This is an optimization exercise on Yosys and OpenROAD, whose aim is small area, not a production implementation. Where RTL was checked, it was by simulation tests only, not by an equivalence proof against the original. The RTL of runs 1 to 5 was laid out without a check of its function. Power and IR drop assume default switching activity.

[flow/constraint.sdc]
create_clock -name core_clock -period 12.0 [get_ports {clk}]
set_input_delay 2.4000 -clock core_clock [delete_from_list [all_inputs] [get_ports {clk}]]
set_output_delay 2.4000 -clock core_clock [all_outputs]
set_load 0.01 [all_outputs]
[flow/design.v]
module pjon_tx (
    input  wire        clk,
    input  wire        rst_n,           
    input  wire        start,
    input  wire        cfg_shared,
    input  wire        cfg_sender_info,
    input  wire        cfg_ack_request,
    input  wire        cfg_crc32,
    input  wire        tx_explicit,
    input  wire [15:0] tx_header,
    input  wire [7:0]  tx_dest,
    input  wire [31:0] tx_bus,
    input  wire [7:0]  device_id,
    input  wire [31:0] bus_id,
    input  wire [15:0] pay_len,
    input  wire        pay_valid,
    input  wire [7:0]  pay_data,
    output wire        pay_ready,
    output wire        out_valid,
    output wire [7:0]  out_data,
    output wire        out_last,
    input  wire        out_ready,
    input  wire        err_clr,
    output reg         busy,
    output reg         done,
    output reg  [2:0]  result_code,
    output wire [31:0] result,
    output reg  [15:0] final_hdr,
    output wire [31:0] err_ctx,
    output reg         ev_error
);
    function [31:0] t32;
        input [7:0] x;
        integer k;
        reg [31:0] a;
        begin
            a = {24'd0, x};
            for (k = 0; k < 8; k = k + 1)
                a = (a >> 1) ^ (a[0] ? 32'hEDB88320 : 32'h00000000);
            t32 = a;
        end
    endfunction
    function [7:0] t8;
        input [7:0] x;
        integer k;
        reg [7:0] a;
        begin
            a = x;
            for (k = 0; k < 8; k = k + 1)
                a = (a >> 1) ^ (a[0] ? 8'h8C : 8'h00);
            t8 = a;
        end
    endfunction
    wire [15:0] req_hdr = tx_explicit ? tx_header
                        : {10'd0, cfg_crc32, 2'b00, cfg_ack_request, cfg_sender_info, cfg_shared};
    wire        bcast   = &tx_dest;
    wire [15:0] h1 = {req_hdr[15:8], req_hdr[7] | (|req_hdr[15:8]), req_hdr[6:3],
                      req_hdr[2] & ~bcast, req_hdr[1:0]};
    wire [3:0] ob = 4'd3 + {3'd0, h1[7]} + (h1[0] ? 4'd4 : 4'd0)
                  + (h1[1] ? (h1[0] ? 4'd5 : 4'd1) : 4'd0);
    wire [4:0] o1 = {1'b0, ob} + {4'd0, h1[6]} + (h1[5] ? 5'd4 : 5'd1);
    wire [16:0] total1 = {1'b0, pay_len} + {12'd0, o1};
    wire        esc    = |total1[16:8];
    wire [15:0] h2     = esc ? (h1 | 16'h0060) : h1;
    wire [4:0]  o2     = esc ? ({1'b0, ob} + 5'd5) : o1;
    wire [16:0] total2 = {1'b0, pay_len} + {12'd0, o2};
    wire too_long  = total2 > 17'd1024;
    wire too_short = total2 < 17'd5;
    localparam [4:0] S_HLO  = 5'd0,  S_HHI = 5'd1,  S_LHI = 5'd2,  S_LLO = 5'd3;
    localparam [4:0] S_TB0  = 5'd4,  S_TB3 = 5'd7;
    localparam [4:0] S_SB0  = 5'd8,  S_SB3 = 5'd11;
    localparam [4:0] S_C0   = 5'd12, S_C3  = 5'd15;
    localparam [4:0] S_DEST = 5'd16, S_DEV = 5'd17, S_PAY = 5'd18;
    reg  [4:0]  st;
    reg  [9:0]  pc;          
    reg  [10:0] tot;         
    reg  [31:0] txb;
    reg  [31:0] bid;
    reg  [7:0]  dev;
    reg  [31:0] crc;         
    reg  [10:0] res_q;
    reg  [16:0] ectx_q;
    assign result  = {21'd0, res_q};
    assign err_ctx = {15'd0, ectx_q};
    wire [15:0] h = final_hdr;
    function [7:0] be_byte;
        input [31:0] v;
        input [1:0]  k;
        begin
            case (k)
                2'd0: be_byte = v[31:24];
                2'd1: be_byte = v[23:16];
                2'd2: be_byte = v[15:8];
                default: be_byte = v[7:0];
            endcase
        end
    endfunction
    reg [7:0] byte_out;
    always @(*) begin
        case (st[4:2])
            3'd0: byte_out = be_byte({h[7:0], h[15:8], 5'd0, tot}, st[1:0]);
            3'd1: byte_out = be_byte(txb, st[1:0]);
            3'd2: byte_out = be_byte(bid, st[1:0]);
            3'd3: byte_out = be_byte(crc, st[1:0]);
            default: byte_out = st[1] ? pay_data : (st[0] ? dev : crc[7:0]);
        endcase
    end
    wire in_pay  = busy && (st == S_PAY);
    wire is_last = (st == S_C3);
    wire is_crc  = (st[4:2] == 3'd3);
    assign out_valid = busy && (!in_pay || pay_valid);
    assign out_data  = byte_out;
    assign out_last  = busy && is_last;
    assign pay_ready = in_pay && out_ready;
    wire fire = out_valid && out_ready;
    wire [7:0]  cin  = (st == S_DEST) ? 8'd0 : byte_out;
    wire [7:0]  x    = crc[7:0] ^ cin;
    wire [31:0] tx32 = t32(x) ^ t32(8'hFF);
    wire [31:0] n32  = {8'hFF ^ tx32[31:24], crc[31:8] ^ tx32[23:0]};
    wire [31:0] crc_next = h[5] ? n32 : {n32[31:8], t8(x)};
    wire        pz    = (pc == 10'd0);
    wire        p1    = (pc == 10'd1);
    wire [4:0]  s_crc = h[5] ? S_C0 : S_C3;
    wire [4:0]  s_pay = pz ? s_crc : S_PAY;
    reg  [4:0]  st_nx;
    always @(*) begin
        st_nx = st + 5'd1;
        case (st)
            S_DEST: st_nx = S_HLO;
            S_HLO:  st_nx = h[7] ? S_HHI : (h[6] ? S_LHI : S_LLO);
            S_HHI:  st_nx = h[6] ? S_LHI : S_LLO;
            S_LLO:  st_nx = h[0] ? S_TB0 : (h[1] ? S_DEV : s_pay);
            S_TB3:  st_nx = h[1] ? S_SB0 : s_pay;
            S_SB3:  st_nx = S_DEV;
            S_DEV:  st_nx = s_pay;
            S_PAY:  st_nx = p1 ? s_crc : S_PAY;
            default: ;
        endcase
    end
    always @(posedge clk) begin
        if (!busy) begin
            st  <= S_DEST;
            pc  <= pay_len[9:0];
            tot <= total2[10:0];
            txb <= tx_bus;
            bid <= bus_id;
            dev <= device_id;
            crc <= {24'd0, tx_dest};
        end else if (fire) begin
            st <= st_nx;
            if (st == S_PAY) pc <= pc - 10'd1;
            if (!is_crc) crc <= crc_next;
        end
    end
    always @(posedge clk) begin
        if (!rst_n) begin
            busy        <= 1'b0;
            done        <= 1'b0;
            result_code <= 3'd0;
            res_q       <= 11'd0;
            final_hdr   <= 16'd0;
            ectx_q      <= 17'd0;
            ev_error    <= 1'b0;
        end else begin
            done <= 1'b0;
            if (err_clr) ev_error <= 1'b0;
            if (!busy) begin
                if (start) begin
                    final_hdr <= h2;
                    if (too_long) begin
                        res_q       <= 11'd0;
                        ectx_q      <= total2;
                        ev_error    <= 1'b1;
                        result_code <= 3'd5;
                        done        <= 1'b1;
                    end else if (too_short) begin
                        res_q       <= 11'd0;
                        result_code <= 3'd3;
                        done        <= 1'b1;
                    end else begin
                        busy <= 1'b1;
                    end
                end
            end else if (fire && is_last) begin
                busy        <= 1'b0;
                done        <= 1'b1;
                res_q       <= tot;
                result_code <= 3'd1;
            end
        end
    end
endmodule
[flow/config.mk]
export PLATFORM = sky130hd
export DESIGN_NAME = pjon_tx
export DESIGN_NICKNAME = pjon_tx
export VERILOG_FILES = /design/flow/design.v
export SDC_FILE = /design/flow/constraint.sdc
export NUM_CORES = 4
export LEC_CHECK = 0
export CAP_MARGIN = 20
export CORE_MARGIN = 2
export CORE_UTILIZATION = 40
export SLEW_MARGIN = 20
[flow/run.sh]
#!/bin/bash
# synth_recipe.tcl (not shown) runs the flow's synth.tcl, then flattens the netlist and writes it again
# the make line also repeats each setting of config.mk as NAME=value (left out here)
make -C /OpenROAD-flow-scripts/flow DESIGN_CONFIG=/design/flow/config.mk WORK_HOME=/design/flow/orfs CLKGATE_MAP_FILE= SYNTH_SCRIPT=/design/flow/synth_recipe.tcl finish
==> run notes, run 1 <==
status timing/DRC/antenna clean; fmax 106 MHz; top_reg_cell synth edfxtp_1; top cells by area, synth edfxtp_1, dfxtp_1, xnor2_1; CTS H-tree lvls 4; Filler cells 2340; Placed Cells incl. Taps 1451; vias 8109; first-pass GRT wire length 46500 µm; critical path type in2reg; CTS Hold Bufs 0; RSZ-0062 raised after global routing false; Synth area leader edfxtp_1; crit-path max cell delay 0.95 ns; commonest non-fill, non-tap cell in the layout clkdlybuf4s50_1; Post-synth EDFFs 101; Final Core Density 50.7%; # DRC 0; Routed Antenna Nets 0; Cell Area, Placed 12100 µm²; Slew Limit Fails 0; Core ar. 25000 µm²; nets 1294; CP arrival 9.74 ns; Slowest-stage cell, CP clkdlybuf4s50_1; PD cells 121 nW/µm²; final hold violation count 0; crit end category register; CTS Buf Count 17; Mean Syn Cell Area 10.3 µm²; number of post-CTS setup repair buffers 0; ant diodes 0; Finished Layout Cells 1483; GRT Residual Overflow 0; final setup violating endpoints 0; worst clock skew 0.0111 ns; worst-margin pin slew 1.03 ns; post-layout instance area 12700 µm²; CTS Root Cell clkbuf_16; worst hold-check path type reg2reg; WHS 0.451 ns; first-iteration detailed-routing DRC count 701; ratio of cells with drive above 1 in the final layout 8.76%; Peak VDD IR 75.9 µV; relative slew slack 31.1%; I/O Buffers 191; post-synthesis sequential area ratio 45.6%; synthesis-to-finish area growth 25.5%; Req. time, crit path 12.32 ns; FF+latch count, synth 180; Final period util 78.5%; detailed-placement wirelength estimate 22200 µm; largest net degree at the start of global routing 69; Post-CTS Resized 0; routability cong. 0.907; boundary pin count 228; Post-Route Setup TNS 0 ns; Avg Vias per Cell 5.47; Skew-Pair Late Insertion Delay 0.44 ns; Pre-antenna DRT Iters 5; die height 163 µm; total routed wirelength 30900 µm; yosys warns 1; clk slew on worst S/H paths 0.08 ns; GR Util All Layers 23.2%; initial antenna violation count 0; P_leak 4.75 nW; CTS tree done; crit start category input port; synthesized cell area 10100 µm²; starting density of the core 40.4%; commonest non-fill, non-tap cells in the layout clkdlybuf4s50_1, edfxtp_1, nor2_1, dfxtp_1, nand2_1; Max Cap Viol 0; clock sink total 180; worst-case clock buffer depth 2; Die X 163 µm; number of global-route vias before repair 7832; Synth top area share 30.0%; cell count after synthesis 980; library cells used by synthesis 79; placement row count 58; FFs w/ async S/R, synth 0%; WL per Instance 20.8 µm; Tmin final 9.42 ns; worst-path maximum fanout 20; die area 26600 µm²
## cell type report
class	count	area, µm²	share of cell area, %
clock buffer	17	425	3.35
timing repair buffer	203	2000	15.8
multi-input combinational	701	4910	38.6
inverter	37	140	1.10
tap	330	413	3.25
sequential	180	4620	36.3
clock inverter	15	199	1.57
## worst max-delay path, delay by kind of cell
kind	cells	cell delay, ns
mux	2	0.67
compound gates	12	3.09
fa+ha+maj	6	1.94
buf+inv	4	1.21
simple gates	2	0.41
## metal layers
metal	GRT usage [%]	wire length [µm]	vias up	part of all wire (%)
li1	-	-	3840	-
met2	40.3	15600	313	51
met5	0	0	-	0
met4	6.56	659	0	2.1
met1	29.6	12700	3915	41
met3	4.27	1890	41	6.1
## cell usage after synthesis (all sizes together) (30+ instances only)
| master | n |
|---|---|
| a21oi | 61 |
| a22oi | 30 |
| buf | 69 |
| dfxtp | 79 |
| edfxtp | 101 |
| inv | 37 |
| nand2 | 66 |
| nand3 | 42 |
| nor2 | 82 |
| o21ai | 54 |
| xnor2 | 63 |
## flip-flops by register name, summed over array words and instances (netlist names), 10 cells and up
signal / count
bid: 32
crc: 32
txb: 32
ectx_q: 17
final_hdr: 16
res_q: 11
tot: 11
pc: 10
## logic make-up (layout without fill, tap and decap cells)
kind of cell / after synthesis / after routing / share of synthesized area [%]
compound gates: 239 / 239 / 16.9
xor+xnor: 93 / 93 / 10.4
fa+ha+maj: 23 / 23 / 2.99
buf+inv: 134 / 272 / 7.35
flops: 180 / 180 / 45.6
mux: 35 / 35 / 3.55
other cells: 1 / 36 / 0.0370
simple gates: 275 / 275 / 13.1
## final timing paths
| check | startpoint | end | slack, ns | cells after the start |
|---|---|---|---|---|
| worst max-delay path | tx_explicit | ectx_q[7] | 2.58 | 26 |
| worst min-delay path | result_code[0] | result_code[0] | 0.45 | 2 |
| worst max register to register | st[1] | crc[2] | 6.81 | 12 |
| worst min register to register | result_code[0] | result_code[0] | 0.45 | 2 |
## where the power goes
group          leakage, nW  total (mW)  switching, mW  internal [mW]
Clock                0.303       0.585          0.296          0.289
Sequential            1.71       0.708         0.0236          0.685
Combinational         2.74       0.243          0.120          0.124
## per-stage QoR
stage	power, mW	worst slack (ns)
after CTS	1.55	2.33
final	1.54	2.58
after global placement	0.963	2.15
after global routing	1.59	1.96
after detailed placement	0.964	1.87
after floorplan	0.861	3.67
==> inputs of run 2 (changes only) <==
--- a/flow/config.mk
+++ b/flow/config.mk
@@ -10,2 +10,3 @@
 export CORE_UTILIZATION = 40
+export CTS_BUF_LIST = sky130_fd_sc_hd__clkbuf_4 sky130_fd_sc_hd__clkbuf_8
 export SLEW_MARGIN = 20
==> run 2 against run 1 <==
  * Fmax increased by 0.61%
  * Sequential cell count did not move
  * Wire length fell by 0.82%
  * Via count shrank 0.42%
  * Die area did not move
  * Sequential share of layout area rose by 0.56 points
  * Clock-buffer cell count did not move
  * Critical endpoint is now ectx_q[8]
  * Non-clock buffer count did not move
  * Clock power shrank 24%
==> run notes, run 2 <==
number of global-route vias before repair 7828; Max Cap Viol 0; WL per Instance 20.6 µm; CTS Root Cell clkbuf_8; top_reg_cell synth edfxtp_1; boundary pin count 228; worst-path maximum fanout 20; FFs w/ async S/R, synth 0%; Synth top cells by count edfxtp_1, nor2_1, dfxtp_1; yosys warns 1; CTS H-tree lvls 4; routability cong. 0.907; clock sink total 180; number of post-CTS setup repair buffers 0; synthesis-to-finish area growth 23.6%; worst-margin pin slew 1.02 ns; Tmin final 9.36 ns; CP arrival 9.72 ns; post-layout instance area 12500 µm²; Peak VDD IR 83.0 µV; placement row count 58; Post-CTS Resized 0; Synth area leader edfxtp_1; initial antenna violation count 0; crit-path max cell delay 0.95 ns; final hold violation count 0; Mean Syn Cell Area 10.3 µm²; Skew-Pair Late Insertion Delay 0.48 ns; CTS tree done; Buf+Inv Stages, Crit Path 4; Pre-antenna DRT Iters 7; critical path type in2reg; worst hold-check path type reg2reg; GR Util All Layers 23.0%; crit end category register; worst-case clock buffer depth 2; Top Layer Used met4; fmax 107 MHz; post-synthesis sequential area ratio 45.6%; wire length on met3 1920 µm; die height 163 µm; PD cells 111 nW/µm²; Slew Limit Fails 0; P_leak 4.66 nW; family with the most delay on the worst path compound AO/OA/AOI/OAI gates; most frequent cell after synthesis edfxtp_1; library cells used by synthesis 79; final setup violating endpoints 0; # DRC 0; vias 8075; CTS Buf Count 17; ratio of cells with drive above 1 in the final layout 8.76%; Avg Vias per Cell 5.45; status timing/DRC/antenna clean; relative slew slack 31.7%; crit start category input port; CTS Hold Bufs 0; Cell Area, Placed 12100 µm²; total routed wirelength 30600 µm; Largest regs bid x32, crc x32, txb x32; Post-synth EDFFs 101; first-iteration detailed-routing DRC count 604; ant diodes 0; wire length on met2 15200 µm; cell count after synthesis 980; dpl ws 1.87 ns; first-pass GRT wire length 46100 µm; Final WS setup 2.64 ns; clk slew on worst S/H paths 0.12 ns; starting density of the core 40.4%; top cells by area, synth edfxtp_1, dfxtp_1, xnor2_1; largest net degree at the start of global routing 69; Slowest-stage cell, CP clkdlybuf4s50_1; Synth top area share 30.0%; commonest non-fill, non-tap cells in the layout clkdlybuf4s50_1, edfxtp_1, nor2_1, dfxtp_1, nand2_1; worst clock skew 0.0215 ns; Final Core Density 50.0%; wl on met1 12500 µm; nets 1294; detailed-placement wirelength estimate 22200 µm; die area 26600 µm²; Die X 163 µm; Core ar. 25000 µm²; FF+latch count, synth 180; Final period util 78.0%; Post-Route Setup TNS 0 ns; synthesized cell area 10100 µm²; Req. time, crit path 12.36 ns; commonest non-fill, non-tap cell in the layout clkdlybuf4s50_1; Routed Antenna Nets 0; RSZ-0062 raised after global routing false; I/O Buffers 191; GRT Residual Overflow 0
## run 2: cell counts after synthesis
No cell type changed its count.
## run 2: worst register-to-register path: stages (launching register included)
cell and delay (ns):
dfxtp_1 1.01, ha_1 0.98, buf_4 0.42, a22oi_1 0.13, a221oi_1 0.40, nor4_2 0.14, mux2i_1 0.24, xnor2_2 0.23
xnor2_4 0.49, xor3_1 0.44, nor2b_1 0.16, a311o_1 0.31
## run 2: per-layer routing
| metal | vias up | track usage [%] |
|---|---|---|
| met5 | - | 0 |
| met1 | 3872 | 29.2 |
| met2 | 314 | 38.8 |
| li1 | 3833 | - |
| met4 | 0 | 9.17 |
| met3 | 56 | 4.42 |
## run 2: layout make-up
cell class | instances | area, µm²
clock inverters | 15 | 199
clock buffers | 17 | 234
well taps | 330 | 413
multi-input cells | 701 | 4910
fillers | 2356 | 12500
flip-flops and latches | 180 | 4620
inverters | 37 | 140
repair buffers | 203 | 2000
## run 2: final timing paths
path	startpoint	to	slack (ns)	cells after the start
worst min-delay path	result_code[0]	result_code[0]	0.46	2
worst min register to register	result_code[0]	result_code[0]	0.46	2
worst max register to register	st[0]	crc[2]	6.84	11
worst max-delay path	tx_explicit	ectx_q[8]	2.64	26
## run 2: where the power goes
| part | internal, mW | switching (mW) | total (mW) |
|---|---|---|---|
| Sequential | 0.685 | 0.0235 | 0.708 |
| Clock | 0.166 | 0.276 | 0.442 |
| Combinational | 0.124 | 0.119 | 0.243 |
| Total | 0.974 | 0.419 | 1.39 |
## run 2: logic make-up after synthesis
group | synth area share [%]
AND/OR/NAND/NOR | 13.1
AO/OA/AOI/OAI | 16.9
flip-flops | 45.6
buffers and inverters | 7.35
XOR/XNOR | 10.4
multiplexers | 3.55
adder cells (fa/ha/maj) | 2.99
other | 0.0370
## run 2: metrics by stage
stage               hold WS [ns]  power [mW]  std cells
finish                     0.456        1.39       1483
CTS                        0.463        1.41       1483
global route               0.489        1.45       1483
detailed placement         0.445       0.964       1451
global placement           0.440       0.963       1451
floorplan                  0.442       0.861       1015
==> inputs of run 3 (changes only) <==
==> flow/flow/run.sh (new file) <==
#!/bin/bash
# Standard layout, but the port buffers use the smallest buffer cell.
set -euo pipefail
export BUFFER_PORTS_ARGS="-buffer_cell sky130_fd_sc_hd__buf_1"
bash standard.sh > standard.log 2>&1
==> flow/standard.sh (new file) <==
#!/bin/bash
# synth_recipe.tcl (not shown) runs the flow's synth.tcl, then flattens the netlist and writes it again
# the make line also repeats each setting of config.mk as NAME=value (left out here)
make -C /OpenROAD-flow-scripts/flow DESIGN_CONFIG=/design/flow/config.mk WORK_HOME=/design/flow/orfs CLKGATE_MAP_FILE= SYNTH_SCRIPT=/design/flow/synth_recipe.tcl "${@:-finish}"
removed: flow/run.sh
==> run 3 against run 2 <==
  * Sequential cell count unchanged
  * Via count fell by 0.22%
  * Combinational power fell by 17%
  * Critical path type unchanged
  * Largest cell class unchanged
==> run notes, run 3 <==
Finished Layout Cells 1484; CTS Root Cell clkbuf_8; Avg Vias per Cell 5.43; total routed wirelength 29500 µm; Post-synth EDFFs 101; Req. time, crit path 12.35 ns; number of global-route vias before repair 7825; synthesized cell area 10100 µm²; reg2reg setup slack 6.88 ns; clock sink total 180; first-iteration detailed-routing DRC count 592; PD cells 119 nW/µm²; RSZ-0062 raised after global routing false; starting density of the core 40.4%; Largest regs bid x32, crc x32, txb x32; CP arrival 9.37 ns; worst hold-check path type reg2reg; register share of total power 52.7%; CTS Hold Bufs 0; Cell Area, Placed 10900 µm²; Skew-Pair Late Insertion Delay 0.47 ns; final hold violation count 0; capture point of the worst reg-to-reg path crc[2]; die area 26600 µm²; commonest non-fill, non-tap cell in the layout buf_1; Filler cells 2465; post-synthesis sequential area ratio 45.6%; Synth top area share 30.0%; Sw Ratio 30.4%; # DRC 0; die height 163 µm; most frequent cell after synthesis edfxtp_1; worst-margin pin slew 1.11 ns; post-layout instance area 11300 µm²; Post-CTS Resized 0; Max Cap Viol 0; WHS Endpoint result_code[0]; Pre-antenna DRT Iters 6; number of post-CTS setup repair buffers 0; boundary pin count 228; WHS 0.467 ns; crit start category input port; critical path type in2reg; Worst Hold Depth 2; GR Util All Layers 22.4%; Clock power frac 32.3%; I/O Buffers 191; commonest non-fill, non-tap cells in the layout buf_1, edfxtp_1, nor2_1, dfxtp_1, nand2_1; Core ar. 25000 µm²; WL per Instance 19.9 µm; Synth top cells by count edfxtp_1, nor2_1, dfxtp_1; CTS tree done; clk slew on worst S/H paths 0.12 ns; first-pass GRT wire length 45100 µm; Synth area leader edfxtp_1; fmax 111 MHz; Hold Path Origin result_code[0]; library cells used by synthesis 79; Pint 934 µW; detailed-placement wirelength estimate 21500 µm; initial antenna violation count 0; Mean Syn Cell Area 10.3 µm²; Die X 163 µm; part of the power in combinational logic 15.0%; vias 8057; relative slew slack 25.9%; final setup violating endpoints 0; FF+latch count, synth 180; routability cong. 0.889; crit end category register; cell count after synthesis 980; FFs w/ async S/R, synth 0%; top cells by area, synth edfxtp_1, dfxtp_1, xnor2_1; top_reg_cell synth edfxtp_1; Peak VDD IR 86.7 µV; worst-case clock buffer depth 2; placement row count 58; synthesis-to-finish area growth 11.7%; yosys warns 1; ant diodes 0; CTS H-tree lvls 4; Placed Cells incl. Taps 1452; worst clock skew 0.0227 ns; P_leak 4.16 nW; ratio of cells with drive above 1 in the final layout 8.84%; status timing/DRC/antenna clean; RR Startpoint st[1]; largest net degree at the start of global routing 53; Post-Route Setup TNS 0 ns; Slew Limit Fails 0; worst-path maximum fanout 20; switching pwr 408 µW; nets 1295; GRT Residual Overflow 0; Reg2Reg Depth 12; Final period util 75.2%; CTS Buf Count 17; Routed Antenna Nets 0; Tmin final 9.02 ns
[run 3: cell counts after synthesis]
No cell type changed its count.
[run 3: layer usage]
layer | vias up | global-route usage, % | part of all wire (%)
met2 | 302 | 37.7 | 49
met4 | 0 | 7.56 | 2.9
met1 | 3868 | 28.6 | 42
met5 | - | 0 | 0
li1 | 3839 | - | -
met3 | 48 | 4.88 | 5.9
[run 3: power groups by stage]
stage / clock (mW) / combinational [mW] / sequential (mW)
after floorplan: 0 / 0.145 / 0.716
after global placement: 0 / 0.198 / 0.721
after detailed placement: 0 / 0.200 / 0.721
after CTS: 0.446 / 0.201 / 0.707
after global routing: 0.469 / 0.223 / 0.711
final: 0.434 / 0.201 / 0.707
[run 3: worst max path at each step]
| stage | startpoint | to | slack, ns | cells past startpoint |
|---|---|---|---|---|
| 2_1_floorplan | tx_explicit | res_q[10] | 3.67 | 27 |
| 3_3_place_gp | tx_explicit | ectx_q[1] | 2.75 | 27 |
| 3_5_place_dp | tx_explicit | ectx_q[4] | 2.53 | 27 |
| 4_1_cts | tx_explicit | ectx_q[7] | 3.06 | 27 |
| 5_1_grt | tx_explicit | ectx_q[15] | 2.41 | 27 |
| 6_report | tx_header[12] | ectx_q[8] | 2.98 | 26 |
[run 3: critical path, stage by stage]
cell,delay (ns)
buf_1,0.09
nor4_1,0.49
a31oi_1,0.28
inv_1,0.11
ha_1,0.14
inv_1,0.05
fa_1,0.41
ha_1,0.30
ha_1,0.28
a31o_2,0.22
a21o_1,0.17
a21o_1,0.17
a21oi_1,0.17
o2111ai_1,0.36
mux2_2,0.41
ha_1,0.21
fa_1,0.40
a21o_1,0.18
a21o_1,0.18
a21oi_1,0.28
o211ai_1,0.21
nor4b_1,0.38
a31oi_1,0.23
o21ai_2,0.89
mux2i_1,0.27
nor2_1,0.06
[run 3: stage by stage]
stage                     worst slack (ns)  power, mW  util, %
after global placement                2.75      0.919     43.5
after global routing                  2.41       1.40     45.2
after detailed placement              2.53      0.922     43.5
after floorplan                       3.67      0.861        -
after CTS                             3.06       1.36     45.2
final                                 2.98       1.34     45.2
[run 3: kinds of logic (layout without fill, tap and decap cells)]
family | count (synthesis) | after routing | synth area share, %
simple gates | 275 | 275 | 13.1
compound gates | 239 | 239 | 16.9
flops | 180 | 180 | 45.6
buf+inv | 134 | 273 | 7.35
xor+xnor | 93 | 93 | 10.4
mux | 35 | 35 | 3.55
fa+ha+maj | 23 | 23 | 2.99
other cells | 1 | 36 | 0.0370
[run 3: area by class of cell]
| type | count | area, µm² | area share [%] |
|---|---|---|---|
| timing repair buffer | 204 | 815 | 7.20 |
| inverter | 37 | 141 | 1.25 |
| multi-input combinational | 701 | 4900 | 43.3 |
| sequential | 180 | 4620 | 40.8 |
| clock inverter | 14 | 173 | 1.53 |
| tap | 330 | 413 | 3.65 |
| clock buffer | 18 | 248 | 2.19 |
==> inputs of run 4 (changes only) <==
--- a/flow/design.v
+++ b/flow/design.v
@@ -97,12 +97,17 @@
     endfunction
-    reg [7:0] byte_out;
-    always @(*) begin
-        case (st[4:2])
-            3'd0: byte_out = be_byte({h[7:0], h[15:8], 5'd0, tot}, st[1:0]);
-            3'd1: byte_out = be_byte(txb, st[1:0]);
-            3'd2: byte_out = be_byte(bid, st[1:0]);
-            3'd3: byte_out = be_byte(crc, st[1:0]);
-            default: byte_out = st[1] ? pay_data : (st[0] ? dev : crc[7:0]);
-        endcase
-    end
+    wire [3:0] kd = 4'b0001 << st[1:0];
+    wire [4:0] gd = 5'b00001 << st[4:2];
+    function [7:0] w4;
+        input [31:0] v;
+        input [3:0]  k;
+        begin
+            w4 = ({8{k[0]}} & v[31:24]) | ({8{k[1]}} & v[23:16])
+               | ({8{k[2]}} & v[15:8])  | ({8{k[3]}} & v[7:0]);
+        end
+    endfunction
+    wire [7:0] byte_out = ({8{gd[0]}} & w4({h[7:0], h[15:8], 5'd0, tot}, kd))
+                        | ({8{gd[1]}} & w4(txb, kd))
+                        | ({8{gd[2]}} & w4(bid, kd))
+                        | ({8{gd[3]}} & w4(crc, kd))
+                        | ({8{gd[4]}} & w4({crc[7:0], dev, pay_data, 8'd0}, kd));
     wire in_pay  = busy && (st == S_PAY);
==> flow/flow/run.sh (replaced) <==
#!/bin/bash
# Standard layout; port buffers use the smallest buffer, and CTS adds no dummy loads.
set -euo pipefail
export BUFFER_PORTS_ARGS="-buffer_cell sky130_fd_sc_hd__buf_1"
export CTS_ARGS="-sink_clustering_enable -repair_clock_nets -dont_use_dummy_load -buf_list {sky130_fd_sc_hd__clkbuf_8}"
bash standard.sh > standard.log 2>&1
--- a/flow/config.mk
+++ b/flow/config.mk
@@ -10,3 +10,2 @@
 export CORE_UTILIZATION = 40
-export CTS_BUF_LIST = sky130_fd_sc_hd__clkbuf_4 sky130_fd_sc_hd__clkbuf_8
 export SLEW_MARGIN = 20
==> run 4 against run 3 <==
  * Wire length down 5.2%
  * Via count down 5.0%
  * Power down 8.3%
  * Global-route usage down 0.96 points
  * Synthesized area down 2.2%
  * Sequential power about the same
  * Register-to-register slack better by 0.95 ns
  * Die area down 2.2%
  * Critical path depth unchanged
  * Sequential cell count unchanged
  * Sequential share of layout area up 1.5 points
==> run notes, run 4 <==
Final period util 78.1%; GRT Residual Overflow 0; Hold Path Origin res_q[1]; WL per Instance 19.7 µm; clock sink total 180; adder-cell share of the synthesized area 3.06%; GR Util All Layers 21.4%; FFs w/ async S/R, synth 0%; Synth Area in Compound Gates 18.1%; FF+latch count, synth 180; CTS Buf Count 17; synthesis-to-finish area growth 10.1%; Synth top cells by count edfxtp_1, dfxtp_1, a22oi_1; main combinational cell family by area after synthesis compound AO/OA/AOI/OAI gates; commonest non-fill, non-tap cells in the layout buf_1, edfxtp_1, dfxtp_1, a22oi_1, a21oi_1; Simple-Gate Fraction of Synth Area 12.1%; nets 1251; number of global-route vias before repair 7429; Routed Antenna Nets 0; Post-synth EDFFs 101; yosys warns 1; Synth top area share 30.6%; Post-CTS Resized 0; Avg Vias per Cell 5.39; synthesized cell area 9900 µm²; placement row count 57; top_reg_cell synth edfxtp_1; Pre-antenna DRT Iters 7; P_leak 3.90 nW; detailed-placement wirelength estimate 20600 µm; critical path type in2reg; die height 161 µm; status timing/DRC/antenna clean; Max Cap Viol 0; CTS Hold Bufs 0; Core ar. 24300 µm²; die area 26000 µm²; CTS Root Cell clkbuf_8; Die X 161 µm; vias 7657; RR Startpoint st[0]; cell count after synthesis 938; CTS tree done; most frequent cell after synthesis edfxtp_1; first-iteration detailed-routing DRC count 532; final hold violation count 0; WHS 0.473 ns; commonest non-fill, non-tap cell in the layout buf_1; Final Core Density 44.8%; initial antenna violation count 2; worst-case clock buffer depth 2; PD cells 113 nW/µm²; xor/xnor share of the synthesized area 10.4%; worst-path maximum fanout 16; CP arrival 9.74 ns; worst-margin pin slew 0.871 ns; top cells by area, synth edfxtp_1, dfxtp_1, xnor2_1; starting density of the core 40.7%; routability cong. 0.855; Largest regs bid x32, crc x32, txb x32; first-pass GRT wire length 42500 µm; final setup violating endpoints 0; fmax 107 MHz; Mean Syn Cell Area 10.5 µm²; relative slew slack 41.8%; worst clock skew 0.0400 ns; mux contribution to synthesized area 2.93%; boundary pin count 228; ratio of cells with drive above 1 in the final layout 7.21%; Peak VDD IR 68.2 µV; Setup crit start tx_explicit; library cells used by synthesis 74; RSZ-0062 raised after global routing false; CTS H-tree lvls 4; crit start category input port; # DRC 0; post-synthesis sequential area ratio 46.6%; Req. time, crit path 12.37 ns; number of post-CTS setup repair buffers 0; Filler cells 2387; crit end category register; Slew Limit Fails 0; Skew-Pair Late Insertion Delay 0.46 ns; I/O Buffers 191; Synth area leader edfxtp_1; clk slew on worst S/H paths 0.06 ns; Tmin final 9.37 ns; worst hold-check path type reg2reg; largest net degree at the start of global routing 62; Post-Route Setup TNS 0 ns; total routed wirelength 28000 µm
-- run 4: stage by stage --
stage | instances | area, µm² | total power [mW] | worst slack (ns)
finish | 1420 | 10900 | 1.23 | 2.63
global route | 1419 | 10900 | 1.28 | 2.16
CTS | 1419 | 10900 | 1.24 | 2.64
detailed placement | 1402 | 10700 | 0.923 | 2.14
global placement | 1402 | 10700 | 0.921 | 2.43
floorplan | 973 | 10000 | 0.866 | 3.52
-- run 4: area by class of cell --
cell class,instances,area (µm²),area share (%)
timing repair buffer,202,800,7.34
tap,324,405,3.72
antenna,1,2.50,0.0230
inverter,20,76.3,0.701
clock buffer,17,234,2.15
sequential,180,4620,42.4
multi-input combinational,676,4760,43.7
-- run 4: path summary, 6_finish.rpt --
| check | to | slack (ns) | cells past startpoint |
|---|---|---|---|
| worst max-delay path | res_q[1] | 2.63 | 26 |
| worst min-delay path | res_q[1] | 0.47 | 1 |
| worst max register to register | crc[2] | 7.83 | 13 |
| worst min register to register | res_q[1] | 0.47 | 1 |
-- run 4: per-layer routing --
metal	vias up	GRT usage (%)	part of all wire (%)
li1	3675	-	-
met1	3666	27.4	42
met2	279	35.5	48
met3	35	5.93	7.3
met4	2	6.53	2.2
met5	-	0	0.046
-- run 4: power by group --
part | total (mW) | switching [mW] | internal, mW
combinational | 0.205 | 0.117 | 0.0875
clock | 0.320 | 0.194 | 0.126
sequential | 0.707 | 0.0217 | 0.685
-- run 4: worst max-delay path: stages --
cell and delay [ns]:
buf_1 0.59, inv_1 0.08, a31oi_1 0.34, inv_1 0.09, ha_1 0.30, inv_1 0.06, fa_1 0.41, ha_1 0.31
ha_1 0.27, a31o_2 0.24, a21o_1 0.17, a21o_1 0.17, a21oi_1 0.16, o2111ai_1 0.35, mux2_2 0.40, ha_1 0.21
fa_1 0.40, a21o_1 0.19, a21o_1 0.19, a21oi_1 0.32, nor2_1 0.17, or3_1 0.35, a221oi_2 0.39, a32oi_1 0.21
nor2b_1 0.73, a22o_1 0.23
-- run 4: logic make-up after synthesis --
family / Yosys count
fa+ha+maj: 23
buf+inv: 117
compound gates: 257
flops: 180
simple gates: 239
other cells: 1
mux: 28
xor+xnor: 93
==> inputs of run 5 (changes only) <==
==> flow/flow/run.sh (replaced) <==
#!/bin/bash
# Standard layout; port buffers use the smallest buffer, and CTS adds no dummy loads.
set -euo pipefail
export BUFFER_PORTS_ARGS="-buffer_cell sky130_fd_sc_hd__buf_1"
export CTS_ARGS="-sink_clustering_enable -repair_clock_nets -dont_use_dummy_load -buf_list {sky130_fd_sc_hd__clkbuf_4 sky130_fd_sc_hd__clkbuf_8} -sink_clustering_size 10 -sink_clustering_max_diameter 60"
bash standard.sh > standard.log 2>&1
==> run 5 against run 4 <==
  * Highest routed layer unchanged
  * Clock-buffer cell count stayed put
  * Clock power hardly changed
  * Critical path depth stayed put
  * Non-clock buffer count stayed put
  * Clock skew stayed put
  * Sequential share of layout area stayed put
  * Register-to-register slack hardly changed
==> run notes, run 5 <==
detailed-placement wirelength estimate 20600 µm; commonest non-fill, non-tap cells in the layout buf_1, edfxtp_1, dfxtp_1, a22oi_1, a21oi_1; Slew Limit Fails 0; Synth top area share 30.6%; reg2reg setup slack 7.83 ns; Avg Vias per Cell 5.39; number of post-CTS setup repair buffers 0; Max Cap Viol 0; library cells used by synthesis 74; clock sink total 180; CTS tree done; placement row count 57; relative slew slack 41.8%; PD cells 113 nW/µm²; GRT Residual Overflow 0; CTS Hold Bufs 0; status timing/DRC/antenna clean; post-synthesis sequential area ratio 46.6%; yosys warns 1; Tmin final 9.37 ns; Tot Pwr 1.23 mW; commonest non-fill, non-tap cell in the layout buf_1; RSZ-0062 raised after global routing false; Post-Route Setup TNS 0 ns; synthesis-to-finish area growth 10.1%; I/O Buffers 191; Final period util 78.1%; Pre-antenna DRT Iters 7; starting density of the core 40.7%; most frequent cell after synthesis edfxtp_1; Peak VDD IR 68.2 µV; initial antenna violation count 2; Skew-Pair Late Insertion Delay 0.46 ns; register share of total power 57.4%; crit end category register; FF+latch count, synth 180; CTS Buf Count 17; family with the most delay on the worst path compound AO/OA/AOI/OAI gates; WL per Instance 19.7 µm; clk slew on worst S/H paths 0.06 ns; number of global-route vias before repair 7429; final setup violating endpoints 0; synthesized cell area 9900 µm²; die height 161 µm; top_reg_cell synth edfxtp_1; Post-synth EDFFs 101; first-pass GRT wire length 42500 µm; Mean Syn Cell Area 10.5 µm²; crit-path max cell delay 0.73 ns; first-iteration detailed-routing DRC count 532; Pint 898 µW; worst hold-check path type reg2reg; Req. time, crit path 12.37 ns; largest net degree at the start of global routing 62; die area 26000 µm²; nets 1251; Core ar. 24300 µm²; worst-path maximum fanout 16; Die X 161 µm; top cells by area, synth edfxtp_1, dfxtp_1, xnor2_1; worst-margin pin slew 0.871 ns; cell count after synthesis 938; Buf+Inv Stages, Crit Path 4; part of the power in combinational logic 16.6%; Sw Ratio 27.0%; worst clock skew 0.0400 ns; Synth top cells by count edfxtp_1, dfxtp_1, a22oi_1; switching pwr 333 µW; Synth area leader edfxtp_1; boundary pin count 228; routability cong. 0.855; ratio of cells with drive above 1 in the final layout 7.21%; FFs w/ async S/R, synth 0%; vias 7657; total routed wirelength 28000 µm; Routed Antenna Nets 0; Post-CTS Resized 0; CP arrival 9.74 ns; fmax 107 MHz; Clock power frac 26.0%; Largest regs bid x32, crc x32, txb x32; worst-case clock buffer depth 2; Slowest-stage cell, CP nor2b_1; GR Util All Layers 21.4%; CTS Root Cell clkbuf_8; CTS H-tree lvls 4; crit start category input port; critical path type in2reg; P_leak 3.90 nW; final hold violation count 0; # DRC 0
-- run 5: power groups by stage --
stage	combinational, mW	clock, mW	sequential, mW
2_1_floorplan	0.149	0	0.717
3_5_place_dp	0.203	0	0.720
3_3_place_gp	0.201	0	0.720
4_1_cts	0.205	0.328	0.706
5_1_grt	0.226	0.345	0.710
6_report	0.205	0.320	0.707
-- run 5: kinds of logic (layout without fill, tap and decap cells) --
group           count (synthesis)  count (layout)  share of synthesized area [%]
xor+xnor                       93              93                           10.4
compound gates                257             257                           18.1
flops                         180             180                           46.6
mux                            28              28                           2.93
other cells                     1              37                         0.0379
buf+inv                       117             239                           6.68
fa+ha+maj                      23              23                           3.06
simple gates                  239             239                           12.1
-- run 5: through the flow --
step	setup WS, ns	area (µm²)	util, %	hold WS, ns	instances
floorplan	3.52	10000	-	0.460	973
global placement	2.43	10700	43.8	0.460	1402
detailed placement	2.14	10700	43.8	0.455	1402
CTS	2.64	10900	44.8	0.477	1419
global route	2.16	10900	44.8	0.503	1419
finish	2.63	10900	44.8	0.473	1420
-- run 5: layout make-up --
| cell class | count | area (µm²) |
|---|---|---|
| fill | 2387 | 13400 |
| timing repair buffer | 202 | 800 |
| sequential | 180 | 4620 |
| antenna | 1 | 2.50 |
| multi-input combinational | 676 | 4760 |
| clock buffer | 17 | 234 |
| inverter | 20 | 76.3 |
| tap | 324 | 405 |
-- run 5: layer usage --
layer  GRT usage, %  up-vias  share of wire, %
met4           6.53        2               2.2
met2           35.5      279                48
met3           5.93       35               7.3
li1               -     3675                 -
met5              0        -             0.046
met1           27.4     3666                42
-- run 5: worst paths after layout --
path,to,start,depth (start not counted)
hold reg to reg,res_q[1],res_q[1],1
setup / recovery,res_q[1],tx_explicit,26
setup reg to reg,crc[2],st[0],13
hold / removal,res_q[1],res_q[1],1
==> inputs of run 6 (changes only) <==
--- a/flow/design.v
+++ b/flow/design.v
@@ -61,14 +61,16 @@
     wire [4:0] o1 = {1'b0, ob} + {4'd0, h1[6]} + (h1[5] ? 5'd4 : 5'd1);
-    wire [16:0] total1 = {1'b0, pay_len} + {12'd0, o1};
-    wire        esc    = |total1[16:8];
-    wire [15:0] h2     = esc ? (h1 | 16'h0060) : h1;
+    wire [5:0]  a1     = {1'b0, pay_len[4:0]} + {1'b0, o1};
+    wire        esc    = (|pay_len[15:8]) | (&pay_len[7:5] & a1[5]);
+    wire [15:0] h2     = {h1[15:7], h1[6] | esc, h1[5] | esc, h1[4:0]};
     wire [4:0]  o2     = esc ? ({1'b0, ob} + 5'd5) : o1;
-    wire [16:0] total2 = {1'b0, pay_len} + {12'd0, o2};
-    wire too_long  = total2 > 17'd1024;
-    wire too_short = total2 < 17'd5;
-    localparam [4:0] S_HLO  = 5'd0,  S_HHI = 5'd1,  S_LHI = 5'd2,  S_LLO = 5'd3;
-    localparam [4:0] S_TB0  = 5'd4,  S_TB3 = 5'd7;
-    localparam [4:0] S_SB0  = 5'd8,  S_SB3 = 5'd11;
-    localparam [4:0] S_C0   = 5'd12, S_C3  = 5'd15;
-    localparam [4:0] S_DEST = 5'd16, S_DEV = 5'd17, S_PAY = 5'd18;
+    wire [5:0]  a2     = {1'b0, pay_len[4:0]} + {1'b0, o2};
+    wire [16:0] total2 = {{1'b0, pay_len[15:5]} + {11'd0, a2[5]}, a2[4:0]};
+    wire too_long  = (|pay_len[15:11]) | (total2[10] & |total2[9:0]) | total2[11];
+    wire too_short = (pay_len == 16'd0) & (o2 == 5'd4);
+    localparam [2:0] G_H = 3'd1, G_T = 3'd2, G_S = 3'd3, G_C = 3'd0, G_M = 3'd4;
+    localparam [4:0] S_HLO  = {G_H, 2'd0}, S_HHI = {G_H, 2'd1}, S_LHI = {G_H, 2'd2}, S_LLO = {G_H, 2'd3};
+    localparam [4:0] S_TB0  = {G_T, 2'd0}, S_TB3 = {G_T, 2'd3};
+    localparam [4:0] S_SB0  = {G_S, 2'd0}, S_SB3 = {G_S, 2'd3};
+    localparam [4:0] S_C0   = {G_C, 2'd0}, S_C3  = {G_C, 2'd3};
+    localparam [4:0] S_DEST = {G_M, 2'd0}, S_DEV = {G_M, 2'd1}, S_PAY = {G_M, 2'd2};
     reg  [4:0]  st;
@@ -98,3 +100,4 @@
     wire [3:0] kd = 4'b0001 << st[1:0];
-    wire [4:0] gd = 5'b00001 << st[4:2];
+    wire [7:0] gd8 = 8'b00000001 << st[4:2];
+    wire [4:0] gd = {gd8[G_M], gd8[G_C], gd8[G_S], gd8[G_T], gd8[G_H]};
     function [7:0] w4;
@@ -107,10 +110,11 @@
     endfunction
-    wire [7:0] byte_out = ({8{gd[0]}} & w4({h[7:0], h[15:8], 5'd0, tot}, kd))
-                        | ({8{gd[1]}} & w4(txb, kd))
-                        | ({8{gd[2]}} & w4(bid, kd))
-                        | ({8{gd[3]}} & w4(crc, kd))
-                        | ({8{gd[4]}} & w4({crc[7:0], dev, pay_data, 8'd0}, kd));
+    wire [7:0] cin = ({8{gd[0]}} & w4({h[7:0], h[15:8], 5'd0, tot}, kd))
+                   | ({8{gd[1]}} & w4(txb, kd))
+                   | ({8{gd[2]}} & w4(bid, kd))
+                   | ({8{gd[4]}} & w4({8'd0, dev, pay_data, 8'd0}, kd));
+    wire [7:0] byte_out = cin | ({8{gd[3]}} & w4(crc, kd))
+                        | ({8{gd[4] & kd[0]}} & crc[7:0]);
     wire in_pay  = busy && (st == S_PAY);
     wire is_last = (st == S_C3);
-    wire is_crc  = (st[4:2] == 3'd3);
+    wire is_crc  = (st[4:2] == G_C);
     assign out_valid = busy && (!in_pay || pay_valid);
@@ -120,3 +124,2 @@
     wire fire = out_valid && out_ready;
-    wire [7:0]  cin  = (st == S_DEST) ? 8'd0 : byte_out;
     wire [7:0]  x    = crc[7:0] ^ cin;
@@ -131,3 +134,3 @@
     always @(*) begin
-        st_nx = st + 5'd1;
+        st_nx = {st[4:2], st[1:0] + 2'd1};
         case (st)
==> flow/flow/run.sh (replaced) <==
#!/bin/bash
# Standard layout; port buffers use the smallest buffer, and CTS adds no dummy loads.
set -euo pipefail
export BUFFER_PORTS_ARGS="-buffer_cell sky130_fd_sc_hd__buf_1"
export CTS_ARGS="-sink_clustering_enable -repair_clock_nets -dont_use_dummy_load -buf_list {sky130_fd_sc_hd__clkbuf_8}"
bash standard.sh > standard.log 2>&1
==> run 6 against run 5 <==
  * Still clean
  * Fmax is 1.0% lower
  * Critical path type unchanged
  * Worst setup slack got worse by 0.098 ns
  * Clock skew about the same
  * Design area is 4.2% lower
  * Clock power is essentially flat
  * Largest power group unchanged
  * Combinational power barely moved
  * Non-clock buffer count unchanged
==> run notes, run 6 <==
Hold Path Origin result_code[0]; synthesis-to-finish area growth 11.4%; worst-path maximum fanout 18; Skew-Pair Late Insertion Delay 0.46 ns; die height 157 µm; detailed-placement wirelength estimate 19500 µm; RR Startpoint st[0]; Synth area leader edfxtp_1; relative slew slack 28.8%; Tmin final 9.47 ns; Top Layer Used met4; CTS H-tree lvls 4; Die X 157 µm; yosys warns 1; PD cells 119 nW/µm²; Avg Vias per Cell 5.37; ant diodes 0; RSZ-0062 raised after global routing false; number of post-CTS setup repair buffers 0; CTS Hold Bufs 0; Worst Hold Depth 2; wire length on met3 1790 µm; boundary pin count 228; final setup violating endpoints 0; number of global-route vias before repair 7078; critical path type in2reg; Post-Route Setup TNS 0 ns; placement row count 56; status timing/DRC/antenna clean; commonest non-fill, non-tap cell in the layout buf_1; wl on met1 11700 µm; Max Cap Viol 0; Synth top area share 32.4%; wire length on met2 13100 µm; CTS tree done; post-synthesis sequential area ratio 49.3%; FF+latch count, synth 180; routability cong. 0.846; GRT Residual Overflow 0; clock sink total 180; worst-margin pin slew 1.06 ns; clk slew on worst S/H paths 0.10 ns; Slew Limit Fails 0; crit start category input port; top_reg_cell synth edfxtp_1; most frequent cell after synthesis edfxtp_1; crit end category register; Post-synth EDFFs 101; Peak VDD IR 59.1 µV; Filler cells 2300; CTS Root Cell clkbuf_8; largest net degree at the start of global routing 61; Largest regs bid x32, crc x32, txb x32; I/O Buffers 191; Final Core Density 44.9%; worst clock skew 0.0398 ns; cell count after synthesis 888; Mean Syn Cell Area 10.6 µm²; commonest non-fill, non-tap cells in the layout buf_1, edfxtp_1, nor2_1, dfxtp_1, a21oi_1; nets 1213; starting density of the core 40.3%; Routed Antenna Nets 0; CTS Buf Count 17; Pre-antenna DRT Iters 7; fmax 106 MHz; top cells by area, synth edfxtp_1, dfxtp_1, xnor2_1; synthesized cell area 9370 µm²; CP arrival 9.83 ns; capture point of the worst reg-to-reg path crc[3]; worst-case clock buffer depth 2; worst hold-check path type reg2reg; vias 7368; Reg2Reg Depth 12; ratio of cells with drive above 1 in the final layout 5.69%; initial antenna violation count 0; die area 24700 µm²; total routed wirelength 27000 µm; # DRC 0; FFs w/ async S/R, synth 0%; WHS Endpoint result_code[0]; reg2reg setup slack 7.77 ns; GR Util All Layers 21.7%; Post-CTS Resized 0; Synth top cells by count edfxtp_1, nor2_1, dfxtp_1; Core ar. 23300 µm²; P_leak 3.81 nW; Final period util 78.9%; WL per Instance 19.7 µm; final hold violation count 0; Req. time, crit path 12.36 ns; first-pass GRT wire length 40200 µm; first-iteration detailed-routing DRC count 602; library cells used by synthesis 73
-- run 6: worst max-delay path, stage by stage --
cell       delay [ns]
buf_1            0.65
mux2i_1          0.48
ha_1             0.31
ha_1             0.33
ha_1             0.35
a31oi_1          0.23
xnor2_1          0.18
inv_1            0.07
ha_1             0.18
a21oi_1          0.14
or2_2            0.13
o311a_1          0.43
mux2_2           0.42
ha_1             0.27
a21o_1           0.15
a21oi_1          0.23
nor2b_1          0.07
o21ai_0          0.14
nand2b_1         0.10
ha_1             0.31
or3_1            0.30
or4_1            0.39
a2111oi_0        0.28
o21ai_0          0.23
a31oi_1          0.31
a21o_1           0.47
a22oi_1          0.12
nor2_1           0.14
-- run 6: layout make-up --
class                      instances  area (µm²)  share of cell area (%)
sequential                       180        4620                    44.2
multi-input combinational        631        4300                    41.2
timing repair buffer             202         800                    7.66
tap                              319         399                    3.82
clock buffer                      17         234                    2.24
inverter                          24        92.6                   0.887
-- run 6: how the worst max path moves through the flow --
stage | cells past startpoint | endpoint | from | slack, ns
2_1_floorplan | 30 | res_q[10] | tx_explicit | 3.26
3_3_place_gp | 28 | result_code[2] | tx_explicit | 2.35
3_5_place_dp | 28 | res_q[0] | tx_explicit | 2.17
4_1_cts | 28 | res_q[0] | tx_explicit | 2.62
5_1_grt | 29 | res_q[0] | tx_explicit | 1.89
6_report | 28 | res_q[0] | tx_explicit | 2.53
-- run 6: kinds of logic after synthesis --
logic type,share of synthesized area [%]
adders and majority gates,3.63
xor gates and xnor gates,10.8
muxes,2.16
other,0.0400
and+or+nand+nor,11.7
DFF,49.3
buffers and inverters,6.34
AOI/OAI and AO/OA,16.2
-- run 6: where the power goes --
| part | switching [mW] | leakage (nW) | internal [mW] |
|---|---|---|---|
| clock network | 0.192 | 0.122 | 0.126 |
| logic | 0.122 | 1.97 | 0.0863 |
| registers | 0.0238 | 1.71 | 0.690 |
| total | 0.337 | 3.81 | 0.902 |
-- run 6: routing by layer --
| layer | vias to the layer above | GRT usage, % |
|---|---|---|
| met2 | 274 | 37.2 |
| met4 | 0 | 5.41 |
| met3 | 28 | 5.15 |
| met5 | - | 0 |
| met1 | 3571 | 27.5 |
| li1 | 3495 | - |
-- run 6: through the flow --
stage / cell area [µm²] / hold slack (ns) / cells / total power, mW / setup WS, ns
finish: 10400 / 0.464 / 1373 / 1.24 / 2.53
detailed placement: 10200 / 0.454 / 1356 / 0.933 / 2.17
global placement: 10200 / 0.444 / 1356 / 0.931 / 2.35
global route: 10400 / 0.488 / 1373 / 1.29 / 1.89
floorplan: 9500 / 0.461 / 923 / 0.869 / 3.26
CTS: 10400 / 0.470 / 1373 / 1.24 / 2.62
==> inputs of run 7 (changes only) <==
==> flow/flow/run.sh (replaced) <==
#!/bin/bash
# Standard layout with three changes:
#  - ABC maps the logic with an area-oriented script (flow/area.abc);
#  - the port buffers use the smallest buffer cell;
#  - CTS uses clkbuf_8 and adds no dummy loads.
set -euo pipefail
W=$(pwd)
export AREA_ABC_SCRIPT=$W/flow/area.abc
export FLOW_SYNTH_TCL=$W/synth_recipe.tcl
export BUFFER_PORTS_ARGS="-buffer_cell sky130_fd_sc_hd__buf_1"
export CTS_ARGS="-sink_clustering_enable -repair_clock_nets -dont_use_dummy_load -buf_list {sky130_fd_sc_hd__clkbuf_8}"
sed "s#SYNTH_SCRIPT=[^ ]*#SYNTH_SCRIPT=$W/flow/synth_wrap.tcl#" standard.sh > area_standard.sh
bash area_standard.sh > standard.log 2>&1
==> flow/flow/area.abc (new file) <==
strash
dch
amap -F 20 -A 30
==> flow/flow/synth_wrap.tcl (new file) <==
# The standard synthesis (synth_recipe.tcl), with ABC's standard-cell
# mapping run from an area-oriented script instead of ORFS's speed script.
# ABC maps only the combinational logic: the registers are the same.
proc abc {args} {
  set i [lsearch -exact $args -script]
  if {$i >= 0} { lset args [expr {$i + 1}] $::env(AREA_ABC_SCRIPT) }
  yosys abc {*}$args
}
source $::env(FLOW_SYNTH_TCL)
==> run 7 against run 6 <==
  * Synthesized cell count grew 2.6%
  * Sequential cell count unchanged
  * Sequential share of layout area grew 1.5 points
  * Worst hold slack gained 0.0013 ns
  * Combinational power decreased by 16%
  * Largest cell class unchanged
  * Largest power group unchanged
==> run notes, run 7 <==
status timing/DRC/antenna clean; Placed Cells incl. Taps 1393; die area 23300 µm²; library cells used by synthesis 43; CTS tree done; dpl ws 1.38 ns; worst hold-check path type reg2reg; boundary pin count 228; routability cong. 0.941; Post-Route Setup TNS 0 ns; WHS 0.465 ns; CTS Hold Bufs 0; Synth area leader edfxtp_1; total routed wirelength 27200 µm; critical path type in2reg; starting density of the core 40.6%; Slowest-stage cell, CP o41ai_1; final setup violating endpoints 0; Synth top cells by count nor2_1, clkinv_1, edfxtp_1; CTS Buf Count 17; cell count after synthesis 911; FFs w/ async S/R, synth 0%; worst-case clock buffer depth 2; Mean Syn Cell Area 9.70 µm²; FF+latch count, synth 180; nets 1289; Req. time, crit path 12.35 ns; RSZ-0062 raised after global routing false; Routed Antenna Nets 0; Final period util 85.5%; vias 7899; die height 153 µm; fmax 97.5 MHz; PD cells 119 nW/µm²; relative slew slack 37.6%; top cells by area, synth edfxtp_1, dfxtp_1, nor2_1; yosys warns 1; # DRC 0; Peak VDD IR 63.2 µV; ant diodes 0; Cell Area, Placed 9860 µm²; first-iteration detailed-routing DRC count 668; largest net degree at the start of global routing 58; Finished Layout Cells 1410; post-layout instance area 10100 µm²; commonest non-fill, non-tap cells in the layout buf_1, nor2_1, clkinv_1, edfxtp_1, dfxtp_1; number of post-CTS setup repair buffers 0; Core ar. 21800 µm²; clk slew on worst S/H paths 0.10 ns; synthesized cell area 8840 µm²; CTS Root Cell clkbuf_8; placement row count 54; Post-synth EDFFs 101; top_reg_cell synth edfxtp_1; Skew-Pair Late Insertion Delay 0.47 ns; synthesis-to-finish area growth 14.2%; initial antenna violation count 1; crit end category register; family with the most delay on the worst path compound AO/OA/AOI/OAI gates; crit start category input port; worst-margin pin slew 0.923 ns; GR Util All Layers 23.4%; CTS H-tree lvls 4; Synth top area share 34.3%; worst clock skew 0.0365 ns; commonest non-fill, non-tap cell in the layout buf_1; Slew Limit Fails 0; Post-CTS Resized 0; number of global-route vias before repair 7655; post-synthesis sequential area ratio 52.2%; first-pass GRT wire length 42500 µm; detailed-placement wirelength estimate 19700 µm; Buf+Inv Stages, Crit Path 8; Final WS setup 1.74 ns; final hold violation count 0; Max Cap Viol 0; GRT Residual Overflow 0; Die X 153 µm; most frequent cell after synthesis nor2_1; crit-path max cell delay 0.75 ns; I/O Buffers 191; worst-path maximum fanout 19; Tmin final 10.26 ns; CP arrival 10.60 ns; Pre-antenna DRT Iters 5; clock sink total 180; P_leak 3.46 nW; Avg Vias per Cell 5.60; ratio of cells with drive above 1 in the final layout 2.65%; Largest regs bid x32, crc x32, txb x32; WL per Instance 19.3 µm
[run 7: worst reg2reg max path, cell delays in order (launching register included)]
cell      delay [ns]
dfxtp_1         0.41
ha_1            0.70
clkinv_1        0.69
o21ai_0         0.54
a222oi_1        0.28
o221a_1         0.24
a21oi_1         0.41
nor2_1          0.10
a21oi_1         0.67
clkinv_1        0.47
o22ai_1         0.32
nor2_1          0.08
a21oi_1         0.41
a21oi_1         0.14
a22oi_1         0.17
nor2_1          0.05
[run 7: report_power, final]
part	switching (mW)	internal, mW	total (mW)
registers	0.0206	0.686	0.706
clock network	0.194	0.125	0.319
logic	0.113	0.0619	0.175
[run 7: routing by layer]
metal	GRT usage, %	up-vias	share of wire (%)
met3	4.55	51	7.8
met4	8.55	2	2.8
met1	31.2	3671	42
met5	0	-	0.048
met2	37.8	342	47
li1	-	3833	-
[run 7: worst paths after layout]
path	from	to	slack, ns	cells past startpoint
max	tx_explicit	res_q[9]	1.74	39
min reg2reg	result_code[2]	result_code[2]	0.47	2
min	result_code[2]	result_code[2]	0.47	2
max reg2reg	st[0]	crc[20]	6.20	15
[run 7: logic make-up after synthesis]
| logic type | count (synthesis) | share of synthesized area (%) |
|---|---|---|
| compound gates | 317 | 24.8 |
| xor+xnor | 3 | 0.297 |
| fa+ha+maj | 26 | 3.85 |
| buf+inv | 142 | 7.56 |
| flops | 180 | 52.2 |
| other cells | 1 | 0.0424 |
| simple gates | 242 | 11.3 |
[run 7: final cells by class]
class                           count  area (µm²)
Inverter                          106         400
Multi-Input combinational cell    624        3690
Tap cell                          280         350
Timing Repair Buffer              203         807
Fill cell                        2145       11700
Clock buffer                       17         234
Sequential cell                   180        4610
[run 7: metrics by stage]
step / total power, mW / utilization, %
2_1_floorplan: 0.831 / -
3_3_place_gp: 0.891 / 45.3
3_5_place_dp: 0.892 / 45.3
4_1_cts: 1.21 / 46.4
5_1_grt: 1.26 / 46.4
6_report: 1.20 / 46.4
==> inputs of run 8 (changes only) <==
==> flow/flow/area.abc (replaced) <==
&get -n
&st
&dch -f
&nf -a -R 1000
&put
==> run 8 against run 7 <==
  * Still clean
  * Via count is 6.7% lower
  * Clock-buffer cell count stayed put
  * First-iteration DRC count is 6.9% higher
  * Sequential power is 1% higher
  * Fmax is 6.0% higher
  * Sequential cell count stayed put
  * Combinational power is about 10% higher
  * Sequential share of layout area is 0.17 points lower
  * Non-clock buffer count stayed put
  * Synthesized area is 0.34% higher
  * Largest cell class unchanged
  * Largest power group unchanged
  * Highest routed layer is now met4
==> run notes, run 8 <==
Die X 153 µm; worst hold-check path type reg2reg; Routed Antenna Nets 0; Peak VDD IR 77.5 µV; relative slew slack 34.5%; WHS 0.471 ns; number of post-CTS setup repair buffers 0; Req. time, crit path 12.34 ns; cell count after synthesis 851; Pint 893 µW; RSZ-0062 raised after global routing false; CTS tree done; CTS Hold Bufs 0; vias 7366; crit start category input port; die height 153 µm; CTS Root Cell clkbuf_8; Post-synth EDFFs 101; ratio of cells with drive above 1 in the final layout 3.08%; FF+latch count, synth 180; status timing/DRC/antenna clean; top_reg_cell synth edfxtp_1; nets 1229; Pre-antenna DRT Iters 5; CP endpoint res_q[7]; clk slew on worst S/H paths 0.07 ns; commonest non-fill, non-tap cells in the layout buf_1, edfxtp_1, a21oi_1, nor2_1, dfxtp_1; final setup violating endpoints 0; routability cong. 0.841; worst-case clock buffer depth 2; part of the power in combinational logic 15.8%; synthesis-to-finish area growth 14.3%; die area 23400 µm²; Slowest-stage cell, CP buf_1; # DRC 0; Max Cap Viol 0; Sw Ratio 26.8%; Skew-Pair Late Insertion Delay 0.45 ns; initial antenna violation count 0; worst-margin pin slew 0.982 ns; commonest non-fill, non-tap cell in the layout buf_1; Final period util 80.6%; Synth area leader edfxtp_1; largest net degree at the start of global routing 78; placement row count 54; starting density of the core 40.6%; register share of total power 58.5%; yosys warns 1; fmax 103 MHz; GR Util All Layers 22.3%; GRT Residual Overflow 0; worst clock skew 0.0292 ns; total routed wirelength 26100 µm; Setup crit start tx_explicit; ant diodes 0; RR Startpoint st[1]; most frequent cell after synthesis edfxtp_1; switching pwr 327 µW; Buf+Inv Stages, Crit Path 4; FFs w/ async S/R, synth 0%; library cells used by synthesis 47; crit end category register; first-pass GRT wire length 40900 µm; critical path type in2reg; number of global-route vias before repair 7134; Final WS setup 2.33 ns; boundary pin count 228; top cells by area, synth edfxtp_1, dfxtp_1, a21oi_1; synthesized cell area 8870 µm²; CTS H-tree lvls 4; family with the most delay on the worst path compound AO/OA/AOI/OAI gates; Worst path most repeated cell ha_1; dpl ws 1.66 ns; first-iteration detailed-routing DRC count 714; clock sink total 180; P_leak 3.70 nW; Stages on worst setup path 31; Slew Limit Fails 0; Tmin final 9.67 ns; Post-Route Setup TNS 0 ns; register area 4620 µm²; reg2reg setup slack 7.35 ns; WL per Instance 19.3 µm; CP arrival 10.01 ns; final hold violation count 0; I/O Buffers 191; Avg Vias per Cell 5.46; crit-path max cell delay 0.71 ns; Mean Syn Cell Area 10.4 µm²; Largest regs bid x32, crc x32, txb x32; CTS Buf Count 17; Post-CTS Resized 0; post-synthesis sequential area ratio 52.0%; Reg2Reg Depth 13; Synth top area share 34.2%; Synth top cells by count edfxtp_1, a21oi_1, nor2_1; worst-path maximum fanout 19; detailed-placement wirelength estimate 19100 µm; Filler cells 2131; capture point of the worst reg-to-reg path crc[7]; Clock power frac 25.7%; footprint of the multi-input gates 4070 µm²; PD cells 120 nW/µm²; Core ar. 21800 µm²
[run 8: changes by cell type after synthesis, sizes merged, moves of 20 or more]
cell / before / now
clkinv: 106 / 16
nor2: 149 / 93
xnor2: 1 / 54
xor2: 2 / 42
a22oi: 39 / 0
o22ai: 35 / 0
nand2: 46 / 72
a21oi: 74 / 96
o21ai: 52 / 72
[run 8: final cells by class]
class,instances,share of cell area [%]
Clock buffer,17,2.31
Inverter,16,0.617
Multi-Input combinational cell,654,40.1
Sequential cell,180,45.5
Tap cell,280,3.46
Timing Repair Buffer,203,7.97
[run 8: logic make-up (layout without fill, tap and decap cells)]
logic type	after synthesis	count (layout)	share of synthesized area [%]
AOI/OAI and AO/OA	243	243	17.1
DFF	180	180	52.0
xor gates and xnor gates	96	96	9.48
and+or+nand+nor	242	242	12.5
other	1	36	0.0423
adders and majority gates	26	26	3.84
buffers and inverters	52	236	3.72
muxes	11	11	1.31
[run 8: power groups by stage]
| stage | combinational, mW | clock, mW | sequential (mW) |
|---|---|---|---|
| 5_1_grt | 0.214 | 0.345 | 0.718 |
| 3_3_place_gp | 0.189 | 0 | 0.727 |
| 3_5_place_dp | 0.191 | 0 | 0.727 |
| 4_1_cts | 0.192 | 0.325 | 0.713 |
| 6_report | 0.193 | 0.314 | 0.714 |
| 2_1_floorplan | 0.126 | 0 | 0.725 |
[run 8: worst min path at each step]
| stage | end | slack, ns | cells past startpoint | start |
|---|---|---|---|---|
| after floorplan | crc[8] | 0.44 | 2 | crc[8] |
| after global placement | result_code[0] | 0.45 | 1 | result_code[0] |
| after detailed placement | result_code[0] | 0.46 | 1 | result_code[0] |
| after CTS | result_code[0] | 0.48 | 1 | result_code[0] |
| after global routing | result_code[0] | 0.50 | 1 | result_code[0] |
| final | result_code[0] | 0.47 | 1 | result_code[0] |
[run 8: layer usage]
metal | global-route usage, % | share of wire, % | up-vias
li1 | - | - | 3519
met1 | 31.0 | 45 | 3494
met2 | 35.4 | 46 | 322
met3 | 4.48 | 6.9 | 31
met4 | 6.39 | 2.1 | 0
met5 | 0 | 0 | -
[run 8: worst register-to-register path, stage by stage (launching register included)]
cell	delay [ns]
dfxtp_1	0.34
clkinv_1	0.07
ha_1	0.59
buf_4	0.44
and3_1	0.57
a21oi_1	0.19
o21ai_0	0.24
a211o_1	0.21
xor2_1	0.59
xnor2_1	0.32
xor2_1	0.42
xor2_1	0.13
a21oi_1	0.19
a21oi_1	0.08
[run 8: through the flow]
step                area (µm²)  total power [mW]  cells  utilization [%]
floorplan                 9000             0.851    886                -
global placement          9900             0.916   1333             45.4
detailed placement        9900             0.918   1333             45.4
CTS                      10100              1.23   1350             46.4
global route             10100              1.28   1350             46.4
finish                   10100              1.22   1350             46.4

==> re-timing with driven ports <==
The results above use ideal ports. As a check the final layouts listed here were re-extracted and re-timed, cells and wires unchanged. Step 1 (the two cells are an assumption about what drives the block):
set clk [get_ports {clk}]
set_driving_cell -lib_cell sky130_fd_sc_hd__clkbuf_16 $clk
set_driving_cell -lib_cell sky130_fd_sc_hd__buf_2 [delete_from_list [all_inputs] $clk]
Step 2 also shifts input and output timing later by t, the mid clock arrival at the registers, as if the neighbouring blocks saw the same clock. Slacks: ideal ports / drivers / drivers and shift; pairs: ideal ports / drivers.
run	t (ns)	slack for setup (ns)	worst hold slack (ns)	worst setup path at the end	clock arrival spread, ns
run 1	0.484	2.581 / 2.602 / 2.117	0.451 / 0.451 / 0.451	input to register	0.013 / 0.013
run 2	0.512	2.638 / 2.653 / 2.141	0.456 / 0.456 / 0.456	input to register	0.026 / 0.027
run 3	0.507	2.977 / 2.998 / 2.491	0.467 / 0.467 / 0.467	input to register	0.024 / 0.024
run 4	0.485	2.626 / 2.643 / 2.158	0.473 / 0.473 / 0.473	input to register	0.040 / 0.040
run 5	0.485	2.626 / 2.643 / 2.158	0.473 / 0.473 / 0.473	input to register	0.040 / 0.040
run 6	0.491	2.528 / 2.545 / 2.054	0.464 / 0.464 / 0.464	input to register	0.040 / 0.040
run 7	0.492	1.744 / 1.764 / 1.272	0.465 / 0.465 / 0.465	input to register	0.038 / 0.038
run 8	0.476	2.328 / 2.327 / 1.851	0.471 / 0.471 / 0.471	input to register	0.030 / 0.030
After both steps every run listed still meets setup and hold. For run 2, which loses most, drivers alone change the setup slack by +0.015 ns; drivers and shift together by -0.497 ns.
